This is an optimization exercise on Yosys and OpenROAD, whose aim is small area, a short achievable clock period and few clock cycles, not a production implementation. Where RTL was checked, it was by simulation tests only, not by an equivalence proof against the original. Function not checked in run 3: the RTL went through the layout flow alone. Power figures rest on the tool's default switching activity, not on a simulated workload.

===== design.v =====
module rs485_crc8_step (
    input  wire [7:0] acc,
    input  wire [7:0] din,
    output wire [7:0] acc_next
);
    reg [7:0] a;
    reg [7:0] w;
    integer   i;
    always @* begin
        a = acc;
        w = din;
        for (i = 0; i < 8; i = i + 1) begin
            if (a[0] ^ w[0])
                a = (a >> 1) ^ 8'h8C;
            else
                a = a >> 1;
            w = w >> 1;
        end
    end
    assign acc_next = a;
endmodule
module rs485_tx (
    input  wire       clk,
    input  wire       rst,
    input  wire       live,
    input  wire       tx_start,
    input  wire [7:0] tx_len,
    output wire       tx_start_ready,
    input  wire       tx_in_valid,
    input  wire [7:0] tx_in_data,
    output wire       tx_in_ready,
    output reg        tx_out_valid,
    output reg  [7:0] tx_out_data,
    input  wire       tx_out_ready
);
    localparam [7:0] STX = 8'h02;
    localparam [7:0] ETX = 8'h03;
    localparam [2:0] S_IDLE = 3'd0,
                     S_STX  = 3'd1,
                     S_LOAD = 3'd2,
                     S_HI   = 3'd3,
                     S_LO   = 3'd4,
                     S_ETX  = 3'd5,
                     S_CHI  = 3'd6,
                     S_CLO  = 3'd7;
    reg [2:0] state;
    reg [7:0] remaining;
    reg [7:0] data;
    reg [7:0] crc;
    wire [7:0] crc_next;
    rs485_crc8_step u_crc (
        .acc      (crc),
        .din      (data),
        .acc_next (crc_next)
    );
    wire last_sym  = (state == S_CLO);
    wire need_byte = ((state == S_STX) || (state == S_LO)) && (remaining != 8'd0);
    assign tx_start_ready = live && ((state == S_IDLE) || (last_sym && tx_out_ready));
    assign tx_in_ready    = (state == S_LOAD) || (need_byte && tx_out_ready);
    always @* begin
        tx_out_valid = 1'b1;
        case (state)
            S_STX:   tx_out_data = STX;
            S_HI:    tx_out_data = {data[7:4], ~data[7:4]};
            S_LO:    tx_out_data = {data[3:0], ~data[3:0]};
            S_ETX:   tx_out_data = ETX;
            S_CHI:   tx_out_data = {crc[7:4], ~crc[7:4]};
            S_CLO:   tx_out_data = {crc[3:0], ~crc[3:0]};
            default: begin
                tx_out_valid = 1'b0;
                tx_out_data  = 8'h00;
            end
        endcase
    end
    wire take_in    = tx_in_valid && tx_in_ready;
    wire take_start = tx_start && tx_start_ready;
    always @(posedge clk) begin
        if (rst) begin
            state <= S_IDLE;
        end else begin
            if (take_in) begin
                data      <= tx_in_data;
                remaining <= remaining - 8'd1;
            end
            if (take_start) begin
                remaining <= tx_len;
                crc       <= 8'h00;
            end
            case (state)
                S_IDLE:
                    if (take_start)
                        state <= S_STX;
                S_STX, S_LO:
                    if (tx_out_ready) begin
                        if (remaining == 8'd0)
                            state <= S_ETX;
                        else if (tx_in_valid)
                            state <= S_HI;
                        else
                            state <= S_LOAD;
                    end
                S_LOAD:
                    if (tx_in_valid)
                        state <= S_HI;
                S_HI:
                    if (tx_out_ready) begin
                        crc   <= crc_next;
                        state <= S_LO;
                    end
                S_ETX:
                    if (tx_out_ready)
                        state <= S_CHI;
                S_CHI:
                    if (tx_out_ready)
                        state <= S_CLO;
                default:  
                    if (tx_out_ready)
                        state <= take_start ? S_STX : S_IDLE;
            endcase
        end
    end
endmodule
module rs485_rx #(
    parameter DEPTH = 255
) (
    input  wire        clk,
    input  wire        rst,
    input  wire        init,
    input  wire [7:0]  init_cap,
    input  wire        shutdown,
    input  wire        rx_clear,
    input  wire [31:0] now,
    input  wire        rx_valid,
    input  wire [7:0]  rx_data,
    output wire        rx_ready,
    output wire        live,
    input  wire [7:0]  rd_addr,
    output wire [7:0]  rd_data,
    output wire        pkt_ready,
    output wire        pkt_started,
    output wire [7:0]  pkt_len,
    output wire [31:0] err_count,
    output wire [31:0] t_start
);
    localparam [7:0] STX = 8'h02;
    localparam [7:0] ETX = 8'h03;
    localparam [1:0] L_UNINIT = 2'd0,
                     L_LIVE   = 2'd1,
                     L_DOWN   = 2'd2;
    reg [1:0]  life;
    reg [7:0]  cap;
    reg [7:0]  pos;
    reg        started;
    reg        etx_seen;
    reg        hi_pend;
    reg [3:0]  hi_nib;
    reg        ready;
    reg [31:0] err_cnt;
    reg [31:0] t_start_r;
    reg [7:0]  crc;
    reg [7:0]  buffer [0:DEPTH-1];
    assign live     = (life == L_LIVE);
    assign rx_ready = live && !ready;
    wire       sym_valid = (rx_data[7:4] == ~rx_data[3:0]);
    wire [3:0] sym_nib   = rx_data[7:4];
    wire [7:0] assembled = {hi_nib, sym_nib};
    wire [7:0] crc_next;
    rs485_crc8_step u_crc (
        .acc      (crc),
        .din      (assembled),
        .acc_next (crc_next)
    );
    wire take = rx_valid && rx_ready;
    always @(posedge clk) begin
        if (pos != 8'd255)
            buffer[pos] <= assembled;
    end
    always @(posedge clk) begin
        if (rst) begin
            life <= L_UNINIT;
        end else if (life == L_UNINIT && init) begin
            life      <= L_LIVE;
            cap       <= init_cap;
            err_cnt   <= 32'd0;
            started   <= 1'b0;
            ready     <= 1'b0;
            pos       <= 8'd0;
        end else if (life == L_LIVE && shutdown) begin
            life <= L_DOWN;
        end else if (life == L_LIVE && rx_clear) begin
            started   <= 1'b0;
            ready     <= 1'b0;
            pos       <= 8'd0;
        end else if (take) begin
            if (rx_data == STX) begin
                started   <= 1'b1;
                etx_seen  <= 1'b0;
                pos       <= 8'd0;
                hi_pend   <= 1'b0;
                t_start_r <= now;
                crc       <= 8'd0;
            end else if (rx_data == ETX) begin
                etx_seen <= 1'b1;
            end else if (!started) begin
            end else if (!sym_valid) begin
                started   <= 1'b0;
                pos       <= 8'd0;
                err_cnt   <= err_cnt + 32'd1;
            end else if (!hi_pend) begin
                hi_nib  <= sym_nib;
                hi_pend <= 1'b1;
            end else begin
                hi_pend <= 1'b0;
                if (etx_seen) begin
                    if (assembled == crc) begin
                        ready <= 1'b1;
                    end else begin
                        started   <= 1'b0;
                        pos       <= 8'd0;
                        err_cnt   <= err_cnt + 32'd1;
                    end
                end else if (pos < cap) begin
                    pos         <= pos + 8'd1;
                    crc         <= crc_next;
                end else begin
                    started   <= 1'b0;
                    pos       <= 8'd0;
                    err_cnt   <= err_cnt + 32'd1;
                end
            end
        end
    end
    wire show = live && ready;
    assign pkt_ready   = show;
    assign pkt_started = live && started;
    assign pkt_len     = show ? pos : 8'd0;
    assign rd_data     = (show && rd_addr < pos) ? buffer[rd_addr] : 8'd0;
    assign err_count   = live ? err_cnt : 32'd0;
    assign t_start     = (live && started) ? t_start_r : 32'd0;
endmodule
module rs485_core (
    input  wire        clk,
    input  wire        rst,
    input  wire        init,
    input  wire [7:0]  init_cap,
    input  wire        shutdown,
    input  wire        rx_clear,
    input  wire [31:0] now,
    output wire        live,
    input  wire        rx_valid,
    input  wire [7:0]  rx_data,
    output wire        rx_ready,
    output wire        pkt_ready,
    output wire        pkt_started,
    output wire [7:0]  pkt_len,
    output wire [31:0] err_count,
    output wire [31:0] t_start,
    input  wire [7:0]  rd_addr,
    output wire [7:0]  rd_data,
    input  wire        tx_start,
    input  wire [7:0]  tx_len,
    output wire        tx_start_ready,
    input  wire        tx_in_valid,
    input  wire [7:0]  tx_in_data,
    output wire        tx_in_ready,
    output wire        tx_out_valid,
    output wire [7:0]  tx_out_data,
    input  wire        tx_out_ready
);
    rs485_rx u_rx (
        .clk         (clk),
        .rst         (rst),
        .init        (init),
        .init_cap    (init_cap),
        .shutdown    (shutdown),
        .rx_clear    (rx_clear),
        .now         (now),
        .rx_valid    (rx_valid),
        .rx_data     (rx_data),
        .rx_ready    (rx_ready),
        .live        (live),
        .rd_addr     (rd_addr),
        .rd_data     (rd_data),
        .pkt_ready   (pkt_ready),
        .pkt_started (pkt_started),
        .pkt_len     (pkt_len),
        .err_count   (err_count),
        .t_start     (t_start)
    );
    rs485_tx u_tx (
        .clk            (clk),
        .rst            (rst),
        .live           (live),
        .tx_start       (tx_start),
        .tx_len         (tx_len),
        .tx_start_ready (tx_start_ready),
        .tx_in_valid    (tx_in_valid),
        .tx_in_data     (tx_in_data),
        .tx_in_ready    (tx_in_ready),
        .tx_out_valid   (tx_out_valid),
        .tx_out_data    (tx_out_data),
        .tx_out_ready   (tx_out_ready)
    );
endmodule

===== flow/run.sh =====
#!/bin/bash
# Standard layout with three changes to how it is made: ports are buffered
# with buf_2 instead of the delay buffer buffer_ports picks by default,
# the clock tree uses clkbuf_16 in clusters of up to 24 flip-flops without dummy loads, and the resizer may
# change a cell's footprint.
set -euo pipefail
bash standard.sh finish \
  "BUFFER_PORTS_ARGS=-buffer_cell sky130_fd_sc_hd__buf_2" \
  "CTS_ARGS=-sink_clustering_enable -repair_clock_nets -dont_use_dummy_load -buf_list sky130_fd_sc_hd__clkbuf_16 -sink_clustering_size 24 -sink_clustering_max_diameter 80" \
  "MATCH_CELL_FOOTPRINT=0" > flow.log 2>&1

===== standard.sh =====
#!/bin/bash
# synth_recipe.tcl (not shown) runs the flow's synth.tcl, then flattens the netlist and writes it again
# the make line also repeats each setting of config.mk as NAME=value (left out here)
make -C /OpenROAD-flow-scripts/flow DESIGN_CONFIG=/design/flow/config.mk WORK_HOME=/design/flow/orfs CLKGATE_MAP_FILE= SYNTH_SCRIPT=/design/flow/synth_recipe.tcl "${@:-finish}"

===== config.mk =====
export PLATFORM = sky130hd
export DESIGN_NAME = rs485_core
export DESIGN_NICKNAME = rs485_core
export VERILOG_FILES = /design/flow/design.v
export SDC_FILE = /design/flow/constraint.sdc
export NUM_CORES = 4
export LEC_CHECK = 0
export CAP_MARGIN = 20
export CORE_MARGIN = 2
export CORE_UTILIZATION = 56
export PLACE_DENSITY = 0.7
export SETUP_SLACK_MARGIN = 2.2
export SLEW_MARGIN = 20

===== constraint.sdc =====
create_clock -name core_clock -period 8.0 [get_ports {clk}]
set_input_delay 1.6000 -clock core_clock [delete_from_list [all_inputs] [get_ports {clk}]]
set_output_delay 1.6000 -clock core_clock [all_outputs]
set_load 0.01 [all_outputs]

==> results of run 1 <==
per-layer routing:
layer | routed length, um | vias to the layer above
met2 | 104000 | 2850
li1 | - | 18100
met5 | 7 | -
met3 | 25000 | 399
met4 | 7100 | 2
met1 | 84000 | 23500
repair_timing:
item | in CTS | in global routing
endpoints found under the setup margin | 8 | 8
gates resized for setup | 173 | 65
gates cloned | 26 | 4
pin swaps | 23 | 25
buffers inserted | 52 | 62
cells in the final DEF (no fill, tap or decap), drive strengths merged, types with 5 or more instances in the layout:
cell / netlist / routed
a22o: 17 / 17
a32oi: 5 / 5
nor4: 13 / 13
mux2: 6 / 6
mux4: 479 / 479
and3: 40 / 40
mux2i: 119 / 119
a221oi: 15 / 15
edfxtp: 2160 / 2160
ha: 20 / 20
o211ai: 10 / 10
a2111oi: 5 / 5
nand2b: 15 / 15
xnor2: 61 / 61
clkbuf: 125 / 140
a22oi: 114 / 114
and4: 6 / 6
nor3: 19 / 19
o22ai: 37 / 37
a21oi: 68 / 68
a211oi: 11 / 11
nand4: 15 / 15
a21o: 8 / 8
and2: 39 / 40
nand2: 112 / 112
a31oi: 6 / 6
buf: 122 / 391
nor2b: 12 / 13
dfxtp: 5 / 5
xor2: 23 / 23
inv: 40 / 40
nor2: 377 / 377
or3: 6 / 6
nand3: 85 / 85
o221ai: 18 / 18
o21ai: 52 / 52
cells by family after synthesis:
logic type / Yosys count / share of synthesized area
adders and majority gates: 20 / 0.00292
DFF: 2165 / 0.758
AOI/OAI and AO/OA: 398 / 0.0322
buffers and inverters: 287 / 0.0174
muxes: 604 / 0.141
and+or+nand+nor: 757 / 0.0401
xor gates and xnor gates: 84 / 0.00859
registers in the layout, summed over array words and instances (netlist names):
| register | flops |
|---|---|
| u_tx.state | 3 |
| u_tx.remaining | 8 |
| u_rx.crc | 8 |
| u_rx.started | 1 |
| u_tx.data | 8 |
| u_tx.crc | 8 |
| u_rx.t_start_r | 32 |
| u_rx.etx_seen | 1 |
| u_rx.hi_pend | 1 |
| u_rx.hi_nib | 4 |
| u_rx.ready | 1 |
| u_rx.cap | 8 |
| u_rx.life | 2 |
| u_rx.pos | 8 |
| u_rx.err_cnt | 32 |
| u_rx.buffer | 2040 |
area by class of cell:
type | count | area share
timing repair buffer | 423 | 0.0440
antenna | 3 | 0.0000794
tap | 2030 | 0.0269
inverter | 40 | 0.00161
clock buffer | 108 | 0.0286
multi-input combinational | 1865 | 0.212
sequential | 2165 | 0.687
worst max path at each step:
stage,startpoint,to,depth (start not counted)
6_report,rd_addr[1],rd_data[1],10
5_1_grt,rd_addr[1],rd_data[1],10
4_1_cts,rd_addr[1],rd_data[5],10
3_5_place_dp,rd_addr[3],rd_data[5],9
3_3_place_gp,rd_addr[0],rd_data[5],10
2_1_floorplan,u_rx.hi_nib[2]$_DFFE_PP_,u_rx.err_cnt[0]$_SDFFCE_PP0P_,6
power breakdown:
group / internal [W] / switching (W) / leakage (nW) / total, W
sequential: 0.0124 / 0.0000506 / 19.5 / 0.0125
combinational: 0.000593 / 0.000904 / 8.91 / 0.00150
clock: 0.00240 / 0.00330 / 1.33 / 0.00570
through the flow:
step,cells,hold WS (ns)
floorplan,4315,0.464
global placement,6377,0.501
detailed placement,6377,0.518
CTS,6563,0.543
global route,6631,0.588
finish,6634,0.543
critical path, cell delays in order:
cell and delay [ns]:
sky130_fd_sc_hd__buf_16 0.18, sky130_fd_sc_hd__buf_16 0.20, sky130_fd_sc_hd__buf_16 0.18, sky130_fd_sc_hd__mux2i_1 0.10
sky130_fd_sc_hd__o221ai_1 0.22, sky130_fd_sc_hd__a21oi_1 0.09, sky130_fd_sc_hd__o21ai_2 0.11, sky130_fd_sc_hd__nand4_1 0.42
sky130_fd_sc_hd__o211ai_1 0.98, sky130_fd_sc_hd__buf_2 0.28
==> flow_metrics.env, run 1 <==
export IMPL_worst_slew_pin_slew_ns=1.23
export IMPL_design_portCount=176
export IMPL_synth_most_common_cell="sky130_fd_sc_hd__edfxtp_1"
export IMPL_pre_cts_slack_ns=0.927
export IMPL_netlist_area_leader_share=0.757
export IMPL_min_delay_path_class="reg2reg"
export IMPL_clkSlewWorstSetupHoldPaths_ns=0.09
export IMPL_clock_sink_count=2165
export IMPL_r2r_cells=5
export IMPL_initialDrtViolationCount=5808
export IMPL_core_util_final=0.622
export IMPL_cts_root_buffer_cell="sky130_fd_sc_hd__clkbuf_16"
export IMPL_final_layout_size_suffix_gt1_frac=0.249
export IMPL_fmax_mhz=166
export IMPL_netlist_area_mm2=0.0857
export IMPL_design_power_total_w=0.0197
export IMPL_setup_viol=0
export IMPL_ys_seq_elements=2165
export IMPL_finClkSkew_ns=0.0898
export IMPL_leakagePower_nw=29.7
export IMPL_drtAntennaViolNets=0
export IMPL_fillCellCount=10300
export IMPL_globalRouteMet3Util=0.0624
export IMPL_crit_path_max_fanout=14
export IMPL_gr_usage_met1=0.402
export IMPL_grt_pass1_vias=43500
export IMPL_timing_hold_worst_endpoint="u_rx.life[1]$_SDFFE_PP0P_"
export IMPL_async_flop_share=0
export IMPL_firstDrtPassIters=7
export IMPL_hold_path_startpoint="u_rx.life[1]$_SDFFE_PP0P_"
export IMPL_initial_cell_density_of_the_core=0.564
export IMPL_place_hpwl_um=129000
export IMPL_synth_warnings=3
export IMPL_timing_hold_worst_path_depth=2
export IMPL_tritoncts_clock_tree="done"
export IMPL_postLayoutCellArea_mm2=0.0945
export IMPL_max_cap_viol_count=0
export IMPL_number_of_synthesized_flops_with_an_enable_pin=2160
export IMPL_setup_worst_path_start_class="primary input"
export IMPL_timing_setup_critical_path_class="in2out"
export IMPL_routed_wire_length_per_instance_um=33.2
export IMPL_gr_max_usage_layer="met2"
export IMPL_setup_reg_to_reg_worst_slack_ns=4.04
export IMPL_dpl_cell_area_mm2=0.0889
export IMPL_synth_largest_area_cell="sky130_fd_sc_hd__edfxtp_1"
export IMPL_cts_inserted_buffers=108
export IMPL_power_density_cell_area_mw_per_mm2=208
export IMPL_num_nets_final=4704
export IMPL_worstReg2RegStart="u_rx.pos[0]$_SDFFCE_PP0P_"
export IMPL_unrepaired_setup_endpoints_after_global_routing="true"
export IMPL_synth_main_ff_cell="sky130_fd_sc_hd__edfxtp_1"
export IMPL_critical_path_endpoint_type="output port"
export IMPL_h_tree_depth=3
export IMPL_yosysUniqueCellTypes=67
export IMPL_met2_demand_to_capacity_share_in_global_routing=0.431
export IMPL_finalCritPeriodShare=0.754
export IMPL_drt_via_density=6.75
export IMPL_crit_path_arrival_time_ns=4.44
export IMPL_area_delta_synth_final_pct=10.3
export IMPL_grt_antenna_before_repair=7
export IMPL_die_area_mm2=0.156
export IMPL_worst_vdd_drop_v=0.000184
export IMPL_seqCellArea_mm2=0.0650
export IMPL_clkLatencyLatePin_ns=0.77
export IMPL_clock_tree_buffer_depth=3
export IMPL_slew_limit_headroom=0.179
export IMPL_globalRouteOverflowTotal=0
export IMPL_cts_hold_buffers_added=0
export IMPL_grtUsageTotal=0.279
export IMPL_place_gp_congestion=0.888
export IMPL_routed_wirelength_um=220000
export IMPL_run_status="timing/DRC/antenna clean"
export IMPL_critical_path_required_ns=6.40
export IMPL_coreArea_mm2=0.152
export IMPL_synth_cells_most_frequent="sky130_fd_sc_hd__edfxtp_1, sky130_fd_sc_hd__mux4_2, sky130_fd_sc_hd__nor2_1"
export IMPL_area_taken_by_multi_input_logic_gates_mm2=0.0200
export IMPL_yosysSeqAreaShare=0.758
export IMPL_synth_cells=4315
export IMPL_drcViolationCount=0
export IMPL_setup_tns_final_ns=0
export IMPL_final_hold_viol_count=0
export IMPL_reg2reg_to="u_rx.buffer[237][4]$_DFFE_PP_"
export IMPL_placement_rows=143
export IMPL_placement_io_buffers=175
export IMPL_vias=44800
export IMPL_finalWorstSetupSlack_ns=1.96
export IMPL_slew_viol_final=0
export IMPL_maximum_number_of_pins_on_one_net_before_global_route_repair=216
export IMPL_synthTopCellsByArea="sky130_fd_sc_hd__edfxtp_1, sky130_fd_sc_hd__mux4_2, sky130_fd_sc_hd__nor2_1"
export IMPL_final_period_minus_worst_setup_slack_ns=6.04
export IMPL_grt_first_pass_wirelength_um=313000
export IMPL_dieHeight_um=395
export IMPL_die_width_um=395
export IMPL_syn_mean_instance_area_um2=19.9
Testbench counts, summed over its fixed seeds: cycles 18,058.
==> run 2: changes to the inputs <==
--- a/config.mk
+++ b/config.mk
@@ -7,7 +7,7 @@
 export LEC_CHECK = 0
 export CAP_MARGIN = 20
 export CORE_MARGIN = 2
-export CORE_UTILIZATION = 56
-export PLACE_DENSITY = 0.7
-export SETUP_SLACK_MARGIN = 2.2
+export CORE_UTILIZATION = 50
+export PLACE_DENSITY = 0.65
+export SETUP_SLACK_MARGIN = 3
 export SLEW_MARGIN = 20
==> flow_metrics.env, run 2 <==
export IMPL_run_status="timing/DRC/antenna clean"
export IMPL_layout_cells_most_common="sky130_fd_sc_hd__edfxtp_1"
export IMPL_grt_pass1_vias=43700
export IMPL_worst_vdd_drop_v=0.000169
export IMPL_grt_antenna_before_repair=9
export IMPL_registers_top_by_ff_count="u_rx.buffer"
export IMPL_synth_main_ff_cell="sky130_fd_sc_hd__edfxtp_1"
export IMPL_yosysUniqueCellTypes=67
export IMPL_drt_via_density=6.48
export IMPL_finalCritPeriodShare=0.736
export IMPL_die_area_mm2=0.175
export IMPL_globalRouteOverflowTotal=0
export IMPL_synth_warnings=3
export IMPL_cts_root_buffer_cell="sky130_fd_sc_hd__clkbuf_16"
export IMPL_clkLatencyLatePin_ns=0.77
export IMPL_worst_slew_pin_slew_ns=1.18
export IMPL_crit_path_max_fanout=20
export IMPL_synthTopCellsByArea="sky130_fd_sc_hd__edfxtp_1, sky130_fd_sc_hd__mux4_2, sky130_fd_sc_hd__nor2_1"
export IMPL_netlist_area_mm2=0.0857
export IMPL_critical_path_n_buffers_inverters=3
export IMPL_min_delay_path_class="reg2reg"
export IMPL_synth_most_common_cell="sky130_fd_sc_hd__edfxtp_1"
export IMPL_placement_io_buffers=175
export IMPL_power_density_cell_area_mw_per_mm2=209
export IMPL_ys_seq_elements=2165
export IMPL_cts_hold_buffers_added=0
export IMPL_initialDrtViolationCount=5829
export IMPL_number_of_synthesized_flops_with_an_enable_pin=2160
export IMPL_tritoncts_clock_tree="done"
export IMPL_clock_tree_buffer_depth=3
export IMPL_maximum_number_of_pins_on_one_net_before_global_route_repair=189
export IMPL_coreArea_mm2=0.170
export IMPL_max_cap_viol_count=0
export IMPL_final_period_minus_worst_setup_slack_ns=5.89
export IMPL_placement_rows=151
export IMPL_design_portCount=176
export IMPL_area_delta_synth_final_pct=10.4
export IMPL_final_hold_viol_count=0
export IMPL_antennaDiodeCount=0
export IMPL_place_gp_congestion=0.862
export IMPL_timing_setup_critical_path_class="in2out"
export IMPL_netlist_area_leader_share=0.757
export IMPL_yosysSeqAreaShare=0.758
export IMPL_critical_path_required_ns=6.40
export IMPL_dieHeight_um=418
export IMPL_fmax_mhz=170
export IMPL_routed_wirelength_um=223000
export IMPL_mostFrequentLayoutCells="sky130_fd_sc_hd__edfxtp_1, sky130_fd_sc_hd__mux4_2, sky130_fd_sc_hd__nor2_1, sky130_fd_sc_hd__buf_2, sky130_fd_sc_hd__clkbuf_16"
export IMPL_setup_worst_path_start_class="primary input"
export IMPL_clkSlewWorstSetupHoldPaths_ns=0.06
export IMPL_synth_cells_most_frequent="sky130_fd_sc_hd__edfxtp_1, sky130_fd_sc_hd__mux4_2, sky130_fd_sc_hd__nor2_1"
export IMPL_slew_limit_headroom=0.208
export IMPL_largest_reg_flops=2040
export IMPL_die_width_um=418
export IMPL_gr_usage_met1=0.365
export IMPL_clock_sink_count=2165
export IMPL_worst_path_max_delay_cell="sky130_fd_sc_hd__o211ai_1"
export IMPL_initial_cell_density_of_the_core=0.504
export IMPL_setup_viol=0
export IMPL_async_flop_share=0
export IMPL_synth_largest_area_cell="sky130_fd_sc_hd__edfxtp_1"
export IMPL_gr_max_usage_layer="met2"
export IMPL_vias=44000
export IMPL_globalRouteMet3Util=0.0406
export IMPL_grtUsageTotal=0.256
export IMPL_path_delay_family="compound AO/OA/AOI/OAI gates"
export IMPL_timing_critical_path_slowest_cell_delay_ns=0.39
export IMPL_met2_demand_to_capacity_share_in_global_routing=0.405
export IMPL_cpMostUsedCell="sky130_fd_sc_hd__o211ai_1"
export IMPL_leakagePower_nw=29.6
export IMPL_h_tree_depth=3
export IMPL_crit_path_arrival_time_ns=4.29
export IMPL_timing_critical_path_cells="buf_6 > buf_4 > and2_4 > o221ai_1 > a211oi_2 > nor3_2 > o211ai_1 > o211ai_1 > buf_2"
export IMPL_final_layout_size_suffix_gt1_frac=0.245
export IMPL_num_nets_final=4680
export IMPL_place_hpwl_um=133000
export IMPL_finClkSkew_ns=0.0661
export IMPL_routed_wire_length_per_instance_um=32.9
export IMPL_syn_mean_instance_area_um2=19.9
export IMPL_slew_viol_final=0
export IMPL_reg_largest_list="u_rx.buffer (2040), u_rx.err_cnt (32), u_rx.t_start_r (32)"
export IMPL_drtAntennaViolNets=0
export IMPL_drcViolationCount=0
export IMPL_unrepaired_setup_endpoints_after_global_routing="true"
export IMPL_firstDrtPassIters=5
export IMPL_grt_first_pass_wirelength_um=320000
export IMPL_core_util_final=0.557
export IMPL_synth_cells=4315
export IMPL_setup_tns_final_ns=0
export IMPL_critical_path_endpoint_type="output port"
export IMPL_cts_inserted_buffers=111
-- run 2: cells by family (layout without fill, tap and decap cells) --
kind of cell | count (synthesis) | count (layout) | share of synthesized area
flops | 2165 | 2165 | 0.758
mux | 604 | 604 | 0.141
compound gates | 398 | 398 | 0.0322
xor+xnor | 84 | 84 | 0.00859
simple gates | 757 | 759 | 0.0401
buf+inv | 287 | 547 | 0.0174
fa+ha+maj | 20 | 20 | 0.00292
-- run 2: layout make-up --
type	count	area, um^2
Sequential cell	2165	65000
Multi-Input combinational cell	1865	20000
Clock buffer	111	2780
Fill cell	12600	75300
Timing Repair Buffer	396	3910
Inverter	40	151
Tap cell	2218	2780
-- run 2: worst min-delay path: stages, from the launching register on --
cell                      delay [ns]
sky130_fd_sc_hd__dfxtp_1        0.38
sky130_fd_sc_hd__a21oi_1        0.06
sky130_fd_sc_hd__nor2_1         0.07
-- run 2: power breakdown --
group	leakage [nW]	switching, W	internal, W
clock	1.37	0.00337	0.00246
sequential	19.5	0.0000515	0.0124
combinational	8.77	0.000894	0.000585
total	29.6	0.00432	0.0155
-- run 2: worst paths after layout --
kind	end	from	cells after the start	slack, ns
worst max-delay path	rd_data[7]	rd_addr[3]	9	2.11
worst min-delay path	u_rx.life[1]$_SDFFE_PP0P_	u_rx.life[1]$_SDFFE_PP0P_	2	0.55
worst max register to register	u_rx.buffer[179][7]$_DFFE_PP_	u_rx.pos[4]$_SDFFCE_PP0P_	4	4.26
worst min register to register	u_rx.life[1]$_SDFFE_PP0P_	u_rx.life[1]$_SDFFE_PP0P_	2	0.55
-- run 2: routing by layer --
metal,up-vias,share of wire
met3,388,0.081
met1,23300,0.40
met4,8,0.040
met5,-,0.00021
met2,2260,0.48
li1,18100,-
-- run 2: stage by stage --
step / instances / hold slack (ns) / cell area [um^2] / power, W / worst slack, ns
after CTS: 6774 / 0.540 / 94100 / 0.0198 / 2.13
after detailed placement: 6574 / 0.522 / 89300 / 0.0140 / 1.18
after floorplan: 4315 / 0.464 / 86100 / 0.0135 / 2.88
after global routing: 6795 / 0.613 / 94600 / 0.0203 / 2.19
final: 6795 / 0.546 / 94600 / 0.0198 / 2.11
after global placement: 6574 / 0.519 / 89300 / 0.0140 / 1.14
-- run 2: repair_timing --
action / CTS / global route
pin swaps: 41 / 37
setup endpoints to repair: 8 / 8
gates cloned: 28 / 1
resized for setup: 172 / 49
buffers inserted: 61 / 20
==> run 3: changes to the inputs <==
--- a/design.v
+++ b/design.v
@@ -234,10 +234,47 @@
     assign pkt_ready   = show;
     assign pkt_started = live && started;
     assign pkt_len     = show ? pos : 8'd0;
-    assign rd_data     = (show && rd_addr < pos) ? buffer[rd_addr] : 8'd0;
+    wire [3:0] dec0 = 4'd1 << rd_addr[1:0];
+    wire [3:0] dec1 = 4'd1 << rd_addr[3:2];
+    wire [3:0] dec2 = 4'd1 << rd_addr[5:4];
+    wire [3:0] dec3 = 4'd1 << rd_addr[7:6];
+    wire [2047:0] lv0;
+    wire [511:0]  lv1;
+    wire [127:0]  lv2;
+    wire [31:0]   lv3;
+    wire [7:0]    rd_word;
+    genvar w;
+    generate
+        for (w = 0; w < 256; w = w + 1) begin : g_lv0
+            if (w < DEPTH) begin : g_used
+                assign lv0[w*8 +: 8] = buffer[w];
+            end else begin : g_unused
+                assign lv0[w*8 +: 8] = 8'd0;
+            end
+        end
+        for (w = 0; w < 64; w = w + 1) begin : g_lv1
+            rs485_sel4 u_sel (.words(lv0[w*32 +: 32]), .sel(dec0), .out(lv1[w*8 +: 8]));
+        end
+        for (w = 0; w < 16; w = w + 1) begin : g_lv2
+            rs485_sel4 u_sel (.words(lv1[w*32 +: 32]), .sel(dec1), .out(lv2[w*8 +: 8]));
+        end
+        for (w = 0; w < 4; w = w + 1) begin : g_lv3
+            rs485_sel4 u_sel (.words(lv2[w*32 +: 32]), .sel(dec2), .out(lv3[w*8 +: 8]));
+        end
+    endgenerate
+    rs485_sel4 u_sel_top (.words(lv3), .sel(dec3), .out(rd_word));
+    assign rd_data     = (show && rd_addr < pos) ? rd_word : 8'd0;
     assign err_count   = live ? err_cnt : 32'd0;
     assign t_start     = (live && started) ? t_start_r : 32'd0;
 endmodule
+module rs485_sel4 (
+    input  wire [31:0] words,
+    input  wire [3:0]  sel,
+    output wire [7:0]  out
+);
+    assign out = (words[7:0]   & {8{sel[0]}}) | (words[15:8]  & {8{sel[1]}}) |
+                 (words[23:16] & {8{sel[2]}}) | (words[31:24] & {8{sel[3]}});
+endmodule
 module rs485_core (
     input  wire        clk,
     input  wire        rst,
--- a/config.mk
+++ b/config.mk
@@ -11,3 +11,5 @@
 export PLACE_DENSITY = 0.65
 export SETUP_SLACK_MARGIN = 3
 export SLEW_MARGIN = 20
+export SYNTH_HIERARCHICAL = 1
+export SYNTH_MINIMUM_KEEP_SIZE = 0
==> flow_metrics.env, run 3 <==
export IMPL_finClkSkew_ns=0.123
export IMPL_ys_seq_elements=2165
export IMPL_globalRouteOverflowTotal=0
export IMPL_dieHeight_um=415
export IMPL_die_area_mm2=0.172
export IMPL_min_delay_path_class="reg2reg"
export IMPL_number_of_synthesized_flops_with_an_enable_pin=2160
export IMPL_finalCritPeriodShare=0.739
export IMPL_registers_top_by_ff_count="u_rx.buffer"
export IMPL_clkSlewWorstSetupHoldPaths_ns=0.09
export IMPL_drcViolationCount=0
export IMPL_coreArea_mm2=0.167
export IMPL_initial_cell_density_of_the_core=0.504
export IMPL_placement_rows=150
export IMPL_design_portCount=176
export IMPL_syn_mean_instance_area_um2=15.5
export IMPL_final_layout_size_suffix_gt1_frac=0.163
export IMPL_async_flop_share=0
export IMPL_leakagePower_nw=30.6
export IMPL_drt_via_density=6.52
export IMPL_setup_tns_final_ns=0
export IMPL_netlist_area_mm2=0.0844
export IMPL_worst_vdd_drop_v=0.000176
export IMPL_num_nets_final=5662
export IMPL_critical_path_endpoint_type="output port"
export IMPL_layout_cells_most_common="sky130_fd_sc_hd__edfxtp_1"
export IMPL_fmax_mhz=169
export IMPL_hold_path_startpoint="u_rx.life[1]$_SDFFE_PP0P_"
export IMPL_grt_antenna_before_repair=6
export IMPL_crit_path_arrival_time_ns=4.31
export IMPL_place_gp_congestion=0.873
export IMPL_cts_hold_buffers_added=0
export IMPL_vias=50600
export IMPL_slew_viol_final=0
export IMPL_synthTopCellsByArea="sky130_fd_sc_hd__edfxtp_1, sky130_fd_sc_hd__a22oi_1, sky130_fd_sc_hd__nand2_1"
export IMPL_synth_most_common_cell="sky130_fd_sc_hd__edfxtp_1"
export IMPL_crit_end="rd_data[6]"
export IMPL_grt_pass1_vias=48000
export IMPL_run_status="timing/DRC/antenna clean"
export IMPL_clkLatencyLatePin_ns=0.78
export IMPL_power_density_cell_area_mw_per_mm2=212
export IMPL_place_hpwl_um=126000
export IMPL_tritoncts_clock_tree="done"
export IMPL_max_cap_viol_count=0
export IMPL_routed_wire_length_per_instance_um=31.2
export IMPL_grt_first_pass_wirelength_um=340000
export IMPL_crit_path_max_fanout=9
export IMPL_grtUsageTotal=0.268
export IMPL_netlist_area_leader_share=0.769
export IMPL_critical_path_required_ns=6.40
export IMPL_worstReg2RegStart="u_rx.pos[5]$_SDFFCE_PP0P_"
export IMPL_final_hold_viol_count=0
export IMPL_die_width_um=415
export IMPL_firstDrtPassIters=6
export IMPL_timing_setup_critical_path_class="in2out"
export IMPL_synth_main_ff_cell="sky130_fd_sc_hd__edfxtp_1"
export IMPL_slew_limit_headroom=0.160
export IMPL_clock_tree_buffer_depth=3
export IMPL_setup_reg_to_reg_worst_slack_ns=3.56
export IMPL_routed_wirelength_um=242000
export IMPL_synth_warnings=9
export IMPL_fillCellCount=12900
export IMPL_worst_slew_pin_slew_ns=1.25
export IMPL_postLayoutCellArea_mm2=0.0938
export IMPL_area_delta_synth_final_pct=11.2
export IMPL_startpoint="rd_addr[0]"
export IMPL_yosysSeqAreaShare=0.770
export IMPL_synth_cells=5460
export IMPL_reg2reg_to="u_rx.buffer[142][0]$_DFFE_PP_"
export IMPL_initialDrtViolationCount=6831
export IMPL_dpl_cell_area_mm2=0.0873
export IMPL_largest_reg_flops=2040
export IMPL_setup_worst_path_start_class="primary input"
export IMPL_yosysUniqueCellTypes=64
export IMPL_placement_io_buffers=175
export IMPL_maximum_number_of_pins_on_one_net_before_global_route_repair=175
export IMPL_synth_largest_area_cell="sky130_fd_sc_hd__edfxtp_1"
export IMPL_r2r_cells=7
export IMPL_cts_root_buffer_cell="sky130_fd_sc_hd__clkbuf_16"
export IMPL_mostFrequentLayoutCells="sky130_fd_sc_hd__edfxtp_1, sky130_fd_sc_hd__a22oi_1, sky130_fd_sc_hd__nand2_1, sky130_fd_sc_hd__nor2_1, sky130_fd_sc_hd__a22oi_2"
export IMPL_drtAntennaViolNets=0
export IMPL_unrepaired_setup_endpoints_after_global_routing="true"
export IMPL_clock_sink_count=2165
export IMPL_setup_viol=0
export IMPL_reg_largest_list="u_rx.buffer (2040), u_rx.err_cnt (32), u_rx.t_start_r (32)"
export IMPL_final_period_minus_worst_setup_slack_ns=5.91
export IMPL_synth_cells_most_frequent="sky130_fd_sc_hd__edfxtp_1, sky130_fd_sc_hd__a22oi_1, sky130_fd_sc_hd__nand2_1"
export IMPL_cts_inserted_buffers=107
export IMPL_h_tree_depth=3
-- run 3: cell count changes in the layout (fill, tap and decap cells not counted), sizes merged, moves of 34 or more --
cell | before | now
a21oi | 68 | 25
a22oi | 114 | 1360
mux2i | 119 | 6
mux4 | 479 | 0
nand2 | 112 | 757
nand3 | 85 | 29
nor2 | 378 | 339
o22ai | 37 | 3
-- run 3: final cells by class --
cell class	instances	area, um^2	area share
Sequential cell	2165	65000	0.692
Antenna cell	4	10.0	0.000107
Inverter	32	120	0.00128
Tap cell	2204	2760	0.0294
Timing Repair Buffer	382	4110	0.0438
Clock buffer	107	2680	0.0285
Multi-Input combinational cell	2872	19200	0.205
-- run 3: routing by layer --
layer	up-vias	wire (um)	global-route usage	part of all wire
met5	-	13	0	0.000054
met1	25800	93700	0.375	0.39
met4	2	11200	0.107	0.046
li1	21500	-	-	-
met3	436	23600	0.0459	0.098
met2	2877	113000	0.422	0.47
-- run 3: metrics by stage --
stage | setup WS [ns] | hold WS [ns] | instances | utilization | total power (W)
floorplan | 2.54 | 0.482 | 5467 | - | 0.0135
global placement | 1.28 | 0.553 | 7537 | 0.521 | 0.0140
detailed placement | 1.32 | 0.562 | 7537 | 0.521 | 0.0141
CTS | 2.28 | 0.579 | 7736 | 0.554 | 0.0198
global route | 2.18 | 0.614 | 7766 | 0.560 | 0.0203
finish | 2.09 | 0.580 | 7766 | 0.560 | 0.0199
-- run 3: worst max-delay path, stage by stage --
cell	delay [ns]
sky130_fd_sc_hd__buf_12	0.13
sky130_fd_sc_hd__nor2b_4	0.20
sky130_fd_sc_hd__buf_12	0.18
sky130_fd_sc_hd__buf_16	0.17
sky130_fd_sc_hd__a22oi_1	0.19
sky130_fd_sc_hd__nand2_1	0.13
sky130_fd_sc_hd__a22oi_2	0.25
sky130_fd_sc_hd__nand2_1	0.16
sky130_fd_sc_hd__a22oi_2	0.25
sky130_fd_sc_hd__nand2_2	0.16
sky130_fd_sc_hd__a22oi_2	0.36
sky130_fd_sc_hd__nand2_2	0.18
sky130_fd_sc_hd__and2_4	0.17
sky130_fd_sc_hd__buf_2	0.13
-- run 3: modules after synthesis (local to each module, per instance), a selection --
module / cell area [um^2] / flops+latches / times used
rs485_sel4: 170 / 0 / 85
rs485_rx: 67800 / 2138 / 1
rs485_crc8_step: 238 / 0 / 2
rs485_tx: 1640 / 27 / 1
-- run 3: what timing repair did --
| action | 4_1_cts | 5_1_grt |
|---|---|---|
| cloned | 59 | 16 |
| pin swaps | 113 | 88 |
| endpoints found under the setup margin | 8 | 8 |
| resized for setup | 319 | 137 |
| setup buffers | 33 | 7 |
-- run 3: logic make-up after synthesis --
kind of cell    Yosys count  synth area share
fa+ha+maj                21           0.00311
simple gates           1289            0.0634
mux                       6          0.000712
compound gates         1448             0.127
flops                  2165             0.770
buf+inv                 437            0.0248
xor+xnor                 93            0.0107
other cells               1         0.0000444
-- run 3: worst min-delay path by stage --
stage | to | cells past startpoint
after floorplan | u_rx.life[1]$_SDFFE_PP0P_ | 2
after global placement | u_rx.life[0]$_SDFFE_PP0P_ | 1
after global routing | u_rx.life[0]$_SDFFE_PP0P_ | 1
after detailed placement | u_rx.life[1]$_SDFFE_PP0P_ | 2
after CTS | u_rx.life[1]$_SDFFE_PP0P_ | 2
final | u_rx.life[1]$_SDFFE_PP0P_ | 2
-- run 3: power by group --
part | switching (W) | internal (W) | leakage [nW]
combinational | 0.00112 | 0.000537 | 9.82
sequential | 0.0000469 | 0.0124 | 19.5
clock | 0.00335 | 0.00238 | 1.32
==> run 4: changes to the inputs <==
--- a/design.v
+++ b/design.v
@@ -234,10 +234,13 @@
     assign pkt_ready   = show;
     assign pkt_started = live && started;
     assign pkt_len     = show ? pos : 8'd0;
+    assign err_count   = live ? err_cnt : 32'd0;
+    assign t_start     = (live && started) ? t_start_r : 32'd0;
     wire [3:0] dec0 = 4'd1 << rd_addr[1:0];
     wire [3:0] dec1 = 4'd1 << rd_addr[3:2];
     wire [3:0] dec2 = 4'd1 << rd_addr[5:4];
-    wire [3:0] dec3 = 4'd1 << rd_addr[7:6];
+    wire       rd_ok = show && rd_addr < pos;
+    wire [3:0] dec3 = {4{rd_ok}} & (4'd1 << rd_addr[7:6]);
     wire [2047:0] lv0;
     wire [511:0]  lv1;
     wire [127:0]  lv2;
@@ -263,9 +266,7 @@
         end
     endgenerate
     rs485_sel4 u_sel_top (.words(lv3), .sel(dec3), .out(rd_word));
-    assign rd_data     = (show && rd_addr < pos) ? rd_word : 8'd0;
-    assign err_count   = live ? err_cnt : 32'd0;
-    assign t_start     = (live && started) ? t_start_r : 32'd0;
+    assign rd_data = rd_word;
 endmodule
 module rs485_sel4 (
     input  wire [31:0] words,
--- a/config.mk
+++ b/config.mk
@@ -7,8 +7,8 @@
 export LEC_CHECK = 0
 export CAP_MARGIN = 20
 export CORE_MARGIN = 2
-export CORE_UTILIZATION = 50
-export PLACE_DENSITY = 0.65
+export CORE_UTILIZATION = 56
+export PLACE_DENSITY = 0.7
 export SETUP_SLACK_MARGIN = 3
 export SLEW_MARGIN = 20
 export SYNTH_HIERARCHICAL = 1
==> flow_metrics.env, run 4 <==
export IMPL_run_status="timing/DRC/antenna clean"
export IMPL_layout_cells_most_common="sky130_fd_sc_hd__edfxtp_1"
export IMPL_globalRouteOverflowTotal=0
export IMPL_p_sw_frac=0.224
export IMPL_coreArea_mm2=0.150
export IMPL_area_taken_by_multi_input_logic_gates_mm2=0.0190
export IMPL_leakagePower_nw=30.3
export IMPL_fmax_mhz=169
export IMPL_synthTopCellsByArea="sky130_fd_sc_hd__edfxtp_1, sky130_fd_sc_hd__a22oi_1, sky130_fd_sc_hd__nand2_1"
export IMPL_firstDrtPassIters=8
export IMPL_clkSlewWorstSetupHoldPaths_ns=0.09
export IMPL_drt_via_density=6.73
export IMPL_synth_cells_most_frequent="sky130_fd_sc_hd__edfxtp_1, sky130_fd_sc_hd__a22oi_1, sky130_fd_sc_hd__nand2_1"
export IMPL_power_frac_seq=0.637
export IMPL_yosysUniqueCellTypes=64
export IMPL_dieHeight_um=393
export IMPL_slew_limit_headroom=0.149
export IMPL_setup_reg_to_reg_worst_slack_ns=3.52
export IMPL_setup_viol=0
export IMPL_grt_pass1_vias=48800
export IMPL_worst_vdd_drop_v=0.000218
export IMPL_tritoncts_clock_tree="done"
export IMPL_num_nets_final=5636
export IMPL_cts_hold_buffers_added=0
export IMPL_place_hpwl_um=124000
export IMPL_setup_worst_path_start_class="primary input"
export IMPL_initial_cell_density_of_the_core=0.564
export IMPL_ys_seq_elements=2165
export IMPL_worstReg2RegStart="u_rx.pos[2]$_SDFFCE_PP0P_"
export IMPL_area_delta_synth_final_pct=9.84
export IMPL_clock_tree_buffer_depth=3
export IMPL_unrepaired_setup_endpoints_after_global_routing="true"
export IMPL_reg2reg_to="u_rx.buffer[222][3]$_DFFE_PP_"
export IMPL_placement_rows=142
export IMPL_place_gp_congestion=0.859
export IMPL_maximum_number_of_pins_on_one_net_before_global_route_repair=241
export IMPL_grt_first_pass_wirelength_um=331000
export IMPL_core_util_final=0.619
export IMPL_die_area_mm2=0.154
export IMPL_clkLatencyLatePin_ns=0.76
export IMPL_internal_power_w=0.0152
export IMPL_netlist_area_leader_share=0.767
export IMPL_cts_inserted_buffers=103
export IMPL_crit_path_arrival_time_ns=4.32
export IMPL_finClkSkew_ns=0.0661
export IMPL_registers_top_by_ff_count="u_rx.buffer"
export IMPL_synth_warnings=9
export IMPL_number_of_synthesized_flops_with_an_enable_pin=2160
export IMPL_final_hold_viol_count=0
export IMPL_synth_main_ff_cell="sky130_fd_sc_hd__edfxtp_1"
export IMPL_max_cap_viol_count=0
export IMPL_async_flop_share=0
export IMPL_r2r_cells=5
export IMPL_min_delay_path_class="reg2reg"
export IMPL_grtUsageTotal=0.293
export IMPL_critical_path_required_ns=6.40
export IMPL_postLayoutCellArea_mm2=0.0929
export IMPL_finalCritPeriodShare=0.740
export IMPL_die_width_um=393
export IMPL_drcViolationCount=0
export IMPL_timing_setup_critical_path_class="in2out"
export IMPL_h_tree_depth=3
export IMPL_timing_hold_worst_endpoint="u_rx.life[1]$_SDFFE_PP0P_"
export IMPL_dpl_cell_area_mm2=0.0872
export IMPL_initialDrtViolationCount=7575
export IMPL_pwr_share_clk=0.285
export IMPL_vias=50800
export IMPL_timing_hold_worst_path_depth=2
export IMPL_comb_power_share=0.079
export IMPL_routed_wire_length_per_instance_um=30.3
export IMPL_fillCellCount=10700
export IMPL_routed_wirelength_um=229000
export IMPL_final_layout_size_suffix_gt1_frac=0.146
export IMPL_crit_path_max_fanout=7
export IMPL_hold_path_startpoint="u_rx.life[1]$_SDFFE_PP0P_"
export IMPL_power_density_cell_area_mw_per_mm2=211
export IMPL_cts_root_buffer_cell="sky130_fd_sc_hd__clkbuf_16"
export IMPL_placement_io_buffers=175
export IMPL_largest_reg_flops=2040
export IMPL_seqCellArea_mm2=0.0650
export IMPL_synth_largest_area_cell="sky130_fd_sc_hd__edfxtp_1"
export IMPL_clock_sink_count=2165
export IMPL_netlist_area_mm2=0.0845
export IMPL_syn_mean_instance_area_um2=15.5
export IMPL_slew_viol_final=0
export IMPL_critical_path_endpoint_type="output port"
export IMPL_yosysSeqAreaShare=0.768
export IMPL_mostFrequentLayoutCells="sky130_fd_sc_hd__edfxtp_1, sky130_fd_sc_hd__a22oi_1, sky130_fd_sc_hd__nand2_1, sky130_fd_sc_hd__nor2_1, sky130_fd_sc_hd__a22oi_2"
export IMPL_final_period_minus_worst_setup_slack_ns=5.92
export IMPL_synth_cells=5470
export IMPL_net_switching_power_w=0.00439
export IMPL_reg_largest_list="u_rx.buffer (2040), u_rx.err_cnt (32), u_rx.t_start_r (32)"
export IMPL_synth_most_common_cell="sky130_fd_sc_hd__edfxtp_1"
export IMPL_worst_slew_pin_slew_ns=1.27
export IMPL_drtAntennaViolNets=0
export IMPL_design_portCount=176
export IMPL_grt_antenna_before_repair=7
export IMPL_setup_tns_final_ns=0
-- run 4: cell count changes after synthesis, sizes merged, moves of 3 or more --
cell,before,now
nand2b,5,8
or3,8,5
xor2,32,25
and3,38,42
nor2b,15,10
xnor2,57,66
nor2,338,331
nor4,5,16
a211oi,2,5
-- run 4: power groups by stage --
stage | Sequential, W | Clock (W) | Combinational [W]
6_report | 0.0125 | 0.00558 | 0.00155
5_1_grt | 0.0125 | 0.00594 | 0.00163
4_1_cts | 0.0125 | 0.00560 | 0.00148
3_5_place_dp | 0.0127 | 0 | 0.00129
3_3_place_gp | 0.0127 | 0 | 0.00127
2_1_floorplan | 0.0127 | 0 | 0.000778
-- run 4: logic make-up after synthesis --
group                    synth area share
flip-flops                          0.768
buffers and inverters              0.0250
AO/OA/AOI/OAI                       0.127
multiplexers                     0.000710
adder cells (fa/ha/maj)           0.00311
AND/OR/NAND/NOR                    0.0646
XOR/XNOR                           0.0109
other                           0.0000444
-- run 4: area by class of cell --
type	instances	share of cell area
antenna	2	0.0000539
clock buffer	103	0.0278
inverter	34	0.00137
multi-input combinational	2874	0.205
sequential	2165	0.700
tap	2016	0.0272
timing repair buffer	356	0.0392
-- run 4: through the flow --
stage / setup slack (ns) / total power [W] / hold slack [ns] / std cells
2_1_floorplan: 3.00 / 0.0135 / 0.475 / 5477
3_3_place_gp: 1.26 / 0.0140 / 0.491 / 7356
3_5_place_dp: 1.23 / 0.0140 / 0.512 / 7356
4_1_cts: 2.27 / 0.0196 / 0.535 / 7534
5_1_grt: 2.13 / 0.0201 / 0.571 / 7548
6_report: 2.08 / 0.0196 / 0.539 / 7550
-- run 4: metal layers --
layer,wire (um),up-vias,track usage
met1,87600,25600,0.416
met5,300,-,0.0128
met3,27500,450,0.0675
li1,-,21400,-
met4,8840,8,0.107
met2,104000,3271,0.447
-- run 4: per-module statistics from Yosys, one instance, submodules excluded, excerpt --
module | flip-flops and latches | times used | cells inside | area, um^2
rs485_crc8_step | 0 | 2 | 22 | 238
rs485_rx | 2138 | 1 | 2865 | 68000
rs485_sel4 | 0 | 85 | 28 | 170
rs485_tx | 27 | 1 | 181 | 1640
-- run 4: how the worst max path moves through the flow --
stage                             startpoint                       endpoint  slack, ns  cells after the start
floorplan           u_rx.hi_nib[1]$_DFFE_PP_  u_rx.err_cnt[0]$_SDFFCE_PP0P_       3.00                      5
global placement                  rd_addr[1]                     rd_data[7]       1.26                     13
detailed placement                rd_addr[1]                     rd_data[1]       1.23                     13
CTS                               rd_addr[0]                     rd_data[4]       2.27                     14
global route                      rd_addr[1]                     rd_data[1]       2.13                     13
finish                            rd_addr[0]                     rd_data[5]       2.08                     13
-- run 4: timing repair --
action                                  CTS  global route
endpoints found under the setup margin    8             8
resized for setup                       343            50
pin swaps                                98            37
cloned                                   43             2
buffers inserted                         32             8
-- run 4: critical path, cell delays in order --
cell	delay, ns
sky130_fd_sc_hd__buf_12	0.12
sky130_fd_sc_hd__nor2b_4	0.16
sky130_fd_sc_hd__buf_12	0.17
sky130_fd_sc_hd__clkbuf_16	0.18
sky130_fd_sc_hd__a22oi_2	0.17
sky130_fd_sc_hd__nand2_1	0.12
sky130_fd_sc_hd__a22oi_2	0.27
sky130_fd_sc_hd__nand2_1	0.10
sky130_fd_sc_hd__a22oi_2	0.25
sky130_fd_sc_hd__nand2_2	0.20
sky130_fd_sc_hd__a22oi_2	0.52
sky130_fd_sc_hd__nand2_2	0.23
sky130_fd_sc_hd__buf_6	0.19
Testbench counts of run 4, summed over its fixed seeds: cycles 18,058.
==> run 5: changes to the inputs <==
--- a/config.mk
+++ b/config.mk
@@ -7,9 +7,9 @@
 export LEC_CHECK = 0
 export CAP_MARGIN = 20
 export CORE_MARGIN = 2
-export CORE_UTILIZATION = 56
-export PLACE_DENSITY = 0.7
-export SETUP_SLACK_MARGIN = 3
+export CORE_UTILIZATION = 50
+export PLACE_DENSITY = 0.65
+export SETUP_SLACK_MARGIN = 3.5
 export SLEW_MARGIN = 20
 export SYNTH_HIERARCHICAL = 1
 export SYNTH_MINIMUM_KEEP_SIZE = 0
==> flow_metrics.env, run 5 <==
export IMPL_synth_cells=5470
export IMPL_num_nets_final=5632
export IMPL_vias=50700
export IMPL_pre_cts_slack_ns=1.48
export IMPL_maximum_number_of_pins_on_one_net_before_global_route_repair=185
export IMPL_synth_largest_area_cell="sky130_fd_sc_hd__edfxtp_1"
export IMPL_yosysSeqAreaShare=0.768
export IMPL_netlist_area_leader_share=0.767
export IMPL_grt_pass1_vias=48300
export IMPL_placement_io_buffers=175
export IMPL_grtUsageTotal=0.265
export IMPL_finalWorstSetupSlack_ns=2.26
export IMPL_ys_seq_elements=2165
export IMPL_tritoncts_clock_tree="done"
export IMPL_mostFrequentLayoutCells="sky130_fd_sc_hd__edfxtp_1, sky130_fd_sc_hd__a22oi_1, sky130_fd_sc_hd__nand2_1, sky130_fd_sc_hd__nor2_1, sky130_fd_sc_hd__a22oi_2"
export IMPL_r2r_cells=6
export IMPL_number_of_synthesized_flops_with_an_enable_pin=2160
export IMPL_synth_cells_most_frequent="sky130_fd_sc_hd__edfxtp_1, sky130_fd_sc_hd__a22oi_1, sky130_fd_sc_hd__nand2_1"
export IMPL_clock_sink_count=2165
export IMPL_pwr_share_clk=0.288
export IMPL_globalRouteOverflowTotal=0
export IMPL_grt_first_pass_wirelength_um=337000
export IMPL_compound_gate_fraction_of_synth_area=0.127
export IMPL_syn_mean_instance_area_um2=15.5
export IMPL_grt_antenna_before_repair=13
export IMPL_clkSlewWorstSetupHoldPaths_ns=0.09
export IMPL_final_period_minus_worst_setup_slack_ns=5.74
export IMPL_p_sw_frac=0.226
export IMPL_finClkSkew_ns=0.0603
export IMPL_setup_tns_final_ns=0
export IMPL_power_frac_seq=0.632
export IMPL_min_delay_path_class="reg2reg"
export IMPL_design_portCount=176
export IMPL_firstDrtPassIters=7
export IMPL_synth_warnings=9
export IMPL_cts_inserted_buffers=106
export IMPL_synth_most_common_cell="sky130_fd_sc_hd__edfxtp_1"
export IMPL_placement_rows=150
export IMPL_comb_power_share=0.080
export IMPL_dominant_combinational_cell_family_by_area_after_synthesis="compound AO/OA/AOI/OAI gates"
export IMPL_clock_tree_buffer_depth=3
export IMPL_critical_path_endpoint_type="output port"
export IMPL_yosysUniqueCellTypes=64
export IMPL_finalCritPeriodShare=0.718
export IMPL_h_tree_depth=3
export IMPL_coreArea_mm2=0.168
export IMPL_final_layout_size_suffix_gt1_frac=0.154
export IMPL_timing_setup_critical_path_class="in2out"
export IMPL_timing_hold_worst_path_depth=2
export IMPL_post_synth_fa_ha_maj_area_fraction=0.00311
export IMPL_async_flop_share=0
export IMPL_crit_path_max_fanout=14
export IMPL_slew_limit_headroom=0.165
export IMPL_layout_cells_most_common="sky130_fd_sc_hd__edfxtp_1"
export IMPL_largest_reg_flops=2040
export IMPL_synth_xor_area_frac=0.0109
export IMPL_netlist_area_mm2=0.0845
export IMPL_run_status="timing/DRC/antenna clean"
export IMPL_reg_largest_list="u_rx.buffer (2040), u_rx.err_cnt (32), u_rx.t_start_r (32)"
export IMPL_power_density_cell_area_mw_per_mm2=212
export IMPL_die_area_mm2=0.172
export IMPL_cts_hold_buffers_added=0
export IMPL_net_switching_power_w=0.00446
export IMPL_place_hpwl_um=125000
export IMPL_worst_slew_pin_slew_ns=1.25
export IMPL_critical_path_required_ns=6.40
export IMPL_dieHeight_um=415
export IMPL_initial_cell_density_of_the_core=0.504
export IMPL_setup_worst_path_start_class="primary input"
export IMPL_synth_simple_gate_area_share=0.0646
export IMPL_leakagePower_nw=30.3
export IMPL_routed_wirelength_um=237000
export IMPL_setup_viol=0
export IMPL_area_delta_synth_final_pct=10.4
export IMPL_unrepaired_setup_endpoints_after_global_routing="true"
export IMPL_drcViolationCount=0
export IMPL_initialDrtViolationCount=7378
export IMPL_worst_vdd_drop_v=0.000201
export IMPL_slew_viol_final=0
export IMPL_synthTopCellsByArea="sky130_fd_sc_hd__edfxtp_1, sky130_fd_sc_hd__a22oi_1, sky130_fd_sc_hd__nand2_1"
export IMPL_drt_via_density=6.56
export IMPL_routed_wire_length_per_instance_um=30.6
export IMPL_place_gp_congestion=0.857
export IMPL_synth_main_ff_cell="sky130_fd_sc_hd__edfxtp_1"
export IMPL_registers_top_by_ff_count="u_rx.buffer"
export IMPL_max_cap_viol_count=0
export IMPL_internal_power_w=0.0153
export IMPL_final_hold_viol_count=0
export IMPL_cts_root_buffer_cell="sky130_fd_sc_hd__clkbuf_16"
export IMPL_clkLatencyLatePin_ns=0.76
export IMPL_drtAntennaViolNets=0
export IMPL_crit_path_arrival_time_ns=4.14
export IMPL_fmax_mhz=174
export IMPL_synth_mux_area_fraction=0.000710
export IMPL_die_width_um=415
export IMPL_fillCellCount=13000
run 5: what timing repair did:
action                                  CTS  global route
buffers inserted                         23             0
endpoints found under the setup margin    8             8
hold endpoints to repair                  0             0
cloned                                   47            10
pin swaps                               152            85
gates resized for setup                 325            97
run 5: cell families (layout without fill, tap and decap cells):
family | Yosys count | after routing
flip-flops | 2165 | 2165
AO/OA/AOI/OAI | 1449 | 1449
AND/OR/NAND/NOR | 1291 | 1299
buffers and inverters | 442 | 485
XOR/XNOR | 95 | 95
adder cells (fa/ha/maj) | 21 | 21
multiplexers | 6 | 6
other | 1 | 12
run 5: path summary, 6_finish.rpt:
path | slack, ns | end | startpoint
hold / removal | 0.55 | u_rx.life[1]$_SDFFE_PP0P_ | u_rx.life[0]$_SDFFE_PP0P_
setup reg to reg | 3.63 | u_rx.buffer[126][6]$_DFFE_PP_ | u_rx.pos[0]$_SDFFCE_PP0P_
hold reg to reg | 0.55 | u_rx.life[1]$_SDFFE_PP0P_ | u_rx.life[0]$_SDFFE_PP0P_
setup / recovery | 2.26 | rd_data[6] | rd_addr[0]
run 5: routing by layer:
metal | track usage | wire, um | part of all wire | up-vias
met5 | 0 | 81 | 0.00034 | -
met1 | 0.383 | 93200 | 0.39 | 25800
met4 | 0.0859 | 7340 | 0.031 | 16
met3 | 0.0546 | 27200 | 0.12 | 406
li1 | - | - | - | 21400
met2 | 0.405 | 109000 | 0.46 | 3092
run 5: stage by stage:
| step | std cells | utilization | area, um^2 | hold WS, ns | total power [W] |
|---|---|---|---|---|---|
| 2_1_floorplan | 5477 | - | 84700 | 0.475 | 0.0135 |
| 3_3_place_gp | 7542 | 0.521 | 87400 | 0.490 | 0.0140 |
| 3_5_place_dp | 7542 | 0.521 | 87400 | 0.537 | 0.0140 |
| 4_1_cts | 7718 | 0.552 | 92600 | 0.543 | 0.0197 |
| 5_1_grt | 7733 | 0.557 | 93300 | 0.551 | 0.0202 |
| 6_report | 7736 | 0.557 | 93300 | 0.549 | 0.0198 |
run 5: layout make-up:
cell class / count / area [um^2] / share of cell area
Antenna cell: 4 / 10.0 / 0.000107
Clock buffer: 106 / 2650 / 0.0284
Inverter: 34 / 128 / 0.00137
Multi-Input combinational cell: 2878 / 19200 / 0.206
Sequential cell: 2165 / 65000 / 0.696
Tap cell: 2204 / 2760 / 0.0296
Timing Repair Buffer: 345 / 3540 / 0.0380
run 5: worst max-delay path: stages:
cell,delay [ns]
sky130_fd_sc_hd__buf_12,0.13
sky130_fd_sc_hd__nor2b_4,0.13
sky130_fd_sc_hd__buf_12,0.16
sky130_fd_sc_hd__buf_16,0.18
sky130_fd_sc_hd__buf_16,0.17
sky130_fd_sc_hd__a22oi_1,0.22
sky130_fd_sc_hd__nand2_1,0.13
sky130_fd_sc_hd__a22oi_1,0.22
sky130_fd_sc_hd__nand2_1,0.17
sky130_fd_sc_hd__a22oi_2,0.24
sky130_fd_sc_hd__nand2_1,0.10
sky130_fd_sc_hd__a22oi_2,0.33
sky130_fd_sc_hd__nand2_2,0.17
sky130_fd_sc_hd__buf_6,0.17
run 5: Yosys stat by module (local to each module, per instance), a selection:
module	flip-flops and latches	cells inside	cell area, um^2
rs485_tx	27	181	1640
rs485_sel4	0	28	170
rs485_rx	2138	2865	68000
rs485_crc8_step	0	22	238
run 5: power groups by stage:
| stage | sequential (W) | combinational (W) | clock (W) |
|---|---|---|---|
| finish | 0.0125 | 0.00158 | 0.00568 |
| global route | 0.0125 | 0.00166 | 0.00607 |
| global placement | 0.0127 | 0.00129 | 0 |
| detailed placement | 0.0127 | 0.00130 | 0 |
| floorplan | 0.0127 | 0.000782 | 0 |
| CTS | 0.0125 | 0.00150 | 0.00571 |
==> run 6: changes to the inputs <==
--- a/config.mk
+++ b/config.mk
@@ -9,7 +9,7 @@
 export CORE_MARGIN = 2
 export CORE_UTILIZATION = 50
 export PLACE_DENSITY = 0.65
-export SETUP_SLACK_MARGIN = 3.5
+export SETUP_SLACK_MARGIN = 3
 export SLEW_MARGIN = 20
 export SYNTH_HIERARCHICAL = 1
 export SYNTH_MINIMUM_KEEP_SIZE = 0
==> flow_metrics.env, run 6 <==
export IMPL_tritoncts_clock_tree="done"
export IMPL_design_power_total_w=0.0198
export IMPL_synth_main_ff_cell="sky130_fd_sc_hd__edfxtp_1"
export IMPL_synth_most_common_cell="sky130_fd_sc_hd__edfxtp_1"
export IMPL_layout_cells_most_common="sky130_fd_sc_hd__edfxtp_1"
export IMPL_critical_path_required_ns=6.40
export IMPL_final_layout_size_suffix_gt1_frac=0.131
export IMPL_place_hpwl_um=124000
export IMPL_final_period_minus_worst_setup_slack_ns=5.74
export IMPL_registers_top_by_ff_count="u_rx.buffer"
export IMPL_routed_wire_length_per_instance_um=29.8
export IMPL_mostFrequentLayoutCells="sky130_fd_sc_hd__edfxtp_1, sky130_fd_sc_hd__a22oi_1, sky130_fd_sc_hd__nand2_1, sky130_fd_sc_hd__nor2_1, sky130_fd_sc_hd__a22oi_2"
export IMPL_worst_slew_pin_slew_ns=1.23
export IMPL_maximum_number_of_pins_on_one_net_before_global_route_repair=190
export IMPL_fmax_mhz=174
export IMPL_synth_warnings=9
export IMPL_crit_path_arrival_time_ns=4.14
export IMPL_drt_via_density=6.51
export IMPL_num_nets_final=5625
export IMPL_largest_reg_flops=2040
export IMPL_globalRouteOverflowTotal=0
export IMPL_synth_largest_area_cell="sky130_fd_sc_hd__edfxtp_1"
export IMPL_power_density_cell_area_mw_per_mm2=214
export IMPL_synth_cells_most_frequent="sky130_fd_sc_hd__edfxtp_1, sky130_fd_sc_hd__a22oi_1, sky130_fd_sc_hd__nand2_1"
export IMPL_design_portCount=176
export IMPL_critical_path_endpoint_type="output port"
export IMPL_clock_sink_count=2165
export IMPL_finalCritPeriodShare=0.717
export IMPL_netlist_area_leader_share=0.767
export IMPL_setup_tns_final_ns=0
export IMPL_async_flop_share=0
export IMPL_max_cap_viol_count=0
export IMPL_run_status="timing/DRC/antenna clean"
export IMPL_leakagePower_nw=30.2
export IMPL_initial_cell_density_of_the_core=0.504
export IMPL_clkSlewWorstSetupHoldPaths_ns=0.08
export IMPL_dieHeight_um=415
export IMPL_vias=50300
export IMPL_syn_mean_instance_area_um2=15.5
export IMPL_drcViolationCount=0
export IMPL_synthTopCellsByArea="sky130_fd_sc_hd__edfxtp_1, sky130_fd_sc_hd__a22oi_1, sky130_fd_sc_hd__nand2_1"
export IMPL_clkLatencyLatePin_ns=0.77
export IMPL_yosysUniqueCellTypes=64
export IMPL_timing_setup_critical_path_class="in2out"
export IMPL_grt_first_pass_wirelength_um=334000
export IMPL_grt_antenna_before_repair=14
export IMPL_routed_wirelength_um=231000
export IMPL_die_area_mm2=0.172
export IMPL_number_of_synthesized_flops_with_an_enable_pin=2160
export IMPL_drtAntennaViolNets=0
export IMPL_grt_pass1_vias=48600
export IMPL_synth_cells=5470
export IMPL_slew_viol_final=0
export IMPL_netlist_area_mm2=0.0845
export IMPL_die_width_um=415
export IMPL_area_delta_synth_final_pct=9.49
export IMPL_finClkSkew_ns=0.101
export IMPL_grtUsageTotal=0.261
export IMPL_placement_rows=150
export IMPL_min_delay_path_class="reg2reg"
export IMPL_unrepaired_setup_endpoints_after_global_routing="true"
export IMPL_reg_largest_list="u_rx.buffer (2040), u_rx.err_cnt (32), u_rx.t_start_r (32)"
export IMPL_yosysSeqAreaShare=0.768
export IMPL_worst_vdd_drop_v=0.000179
export IMPL_firstDrtPassIters=6
export IMPL_setup_viol=0
export IMPL_coreArea_mm2=0.168
export IMPL_slew_limit_headroom=0.179
export IMPL_place_gp_congestion=0.846
export IMPL_cts_root_buffer_cell="sky130_fd_sc_hd__clkbuf_16"
export IMPL_cts_inserted_buffers=109
export IMPL_postLayoutCellArea_mm2=0.0926
export IMPL_dpl_cell_area_mm2=0.0874
export IMPL_placement_io_buffers=175
export IMPL_initialDrtViolationCount=7129
export IMPL_crit_path_max_fanout=42
export IMPL_final_hold_viol_count=0
export IMPL_clock_tree_buffer_depth=3
export IMPL_h_tree_depth=3
export IMPL_ys_seq_elements=2165
export IMPL_setup_worst_path_start_class="primary input"
export IMPL_cts_hold_buffers_added=0
## run 6: worst max-delay path, cell delays in order
cell                      delay [ns]
sky130_fd_sc_hd__buf_8          0.14
sky130_fd_sc_hd__and2_4         0.26
sky130_fd_sc_hd__buf_16         0.22
sky130_fd_sc_hd__a22oi_1        0.20
sky130_fd_sc_hd__nand2_1        0.10
sky130_fd_sc_hd__a22oi_2        0.27
sky130_fd_sc_hd__nand2_2        0.12
sky130_fd_sc_hd__a22oi_2        0.51
sky130_fd_sc_hd__nand2_1        0.13
sky130_fd_sc_hd__a22oi_2        0.16
sky130_fd_sc_hd__nand2_2        0.18
sky130_fd_sc_hd__buf_6          0.17
## run 6: layer usage
metal	share of wire	routed length [um]	vias to the layer above	track usage
met1	0.40	93300	25600	0.378
li1	-	-	21400	-
met3	0.11	24800	384	0.0557
met2	0.45	104000	2898	0.394
met4	0.035	8140	12	0.0891
met5	0.00035	81	-	0
## run 6: what timing repair did
action	CTS	global route
pin swaps	81	47
gates resized for setup	254	38
gates cloned	38	3
endpoints found under the setup margin	8	8
buffers inserted	32	1
## run 6: path summary, 6_finish.rpt
kind	startpoint	cells after the start	slack, ns	to
max	rd_addr[0]	12	2.26	rd_data[2]
min	u_rx.life[1]$_SDFFE_PP0P_	2	0.55	u_rx.life[1]$_SDFFE_PP0P_
max reg2reg	u_rx.pos[0]$_SDFFCE_PP0P_	6	3.37	u_rx.buffer[238][7]$_DFFE_PP_
min reg2reg	u_rx.life[1]$_SDFFE_PP0P_	2	0.55	u_rx.life[1]$_SDFFE_PP0P_
## run 6: kinds of logic after synthesis
kind of cell	synth area share
flops	0.768
compound gates	0.127
simple gates	0.0646
buf+inv	0.0250
xor+xnor	0.0109
fa+ha+maj	0.00311
mux	0.000710
other cells	0.0000444
## run 6: where the power goes
part	total, W	switching (W)	internal (W)
clock	0.00576	0.00334	0.00242
combinational	0.00152	0.00104	0.000479
sequential	0.0125	0.0000495	0.0124
total	0.0198	0.00443	0.0153
## run 6: through the flow
stage	hold WS, ns	util	setup WS (ns)	cells
2_1_floorplan	0.475	-	3.00	5477
3_3_place_gp	0.492	0.521	1.57	7540
3_5_place_dp	0.526	0.521	1.55	7540
4_1_cts	0.547	0.550	2.40	7719
5_1_grt	0.566	0.552	2.25	7727
6_report	0.553	0.552	2.26	7730
## run 6: per-module statistics from Yosys, one instance, submodules excluded, a selection
module	cells	cell area [um^2]
rs485_rx	2865	68000
rs485_tx	181	1640
rs485_sel4	28	170
rs485_crc8_step	22	238
## run 6: layout make-up
cell class / instances / area [um^2]
diodes: 5 / 12.5
well taps: 2204 / 2760
flip-flops and latches: 2165 / 65000
inverters: 34 / 128
repair buffers: 335 / 3270
clock buffers: 109 / 2730
multi-input cells: 2878 / 18700
fillers: 13000 / 75000

port drivers added, routing unchanged:
The flow's constraints put no driver on any port. The routed layouts listed below were extracted and timed again, unchanged, in two steps.
Step 1 sets driving cells, clkbuf_16 on the clock port and buf_2 on the other inputs (assumed; they add their load-dependent delay and slew).
Step 2 times the ports against the registers' clock, not the clock port: input delays grow and output delays shrink by t, the midpoint of the rising clock arrivals with the driver on.
Three values: ideal, step 1, step 2; two values: the first two.
| run | shift t [ns] | setup WS [ns] | pins driven straight from the clock port |
|---|---|---|---|
| run 1 | 0.821 | 1.965 / 1.565 / 1.565 | 1 |
| run 2 | 0.832 | 2.109 / 1.777 / 1.777 | 1 |
| run 3 | 0.802 | 2.089 / 2.019 / 2.019 | 1 |
| run 4 | 0.814 | 2.078 / 1.989 / 1.989 | 1 |
| run 5 | 0.820 | 2.255 / 2.167 / 2.167 | 1 |
| run 6 | 0.804 | 2.263 / 2.201 / 2.201 | 1 |
After both steps setup and hold are still met in every run listed. For run 1, which loses most, drivers alone change the setup slack by -0.400 ns; drivers and shift together by -0.400 ns.
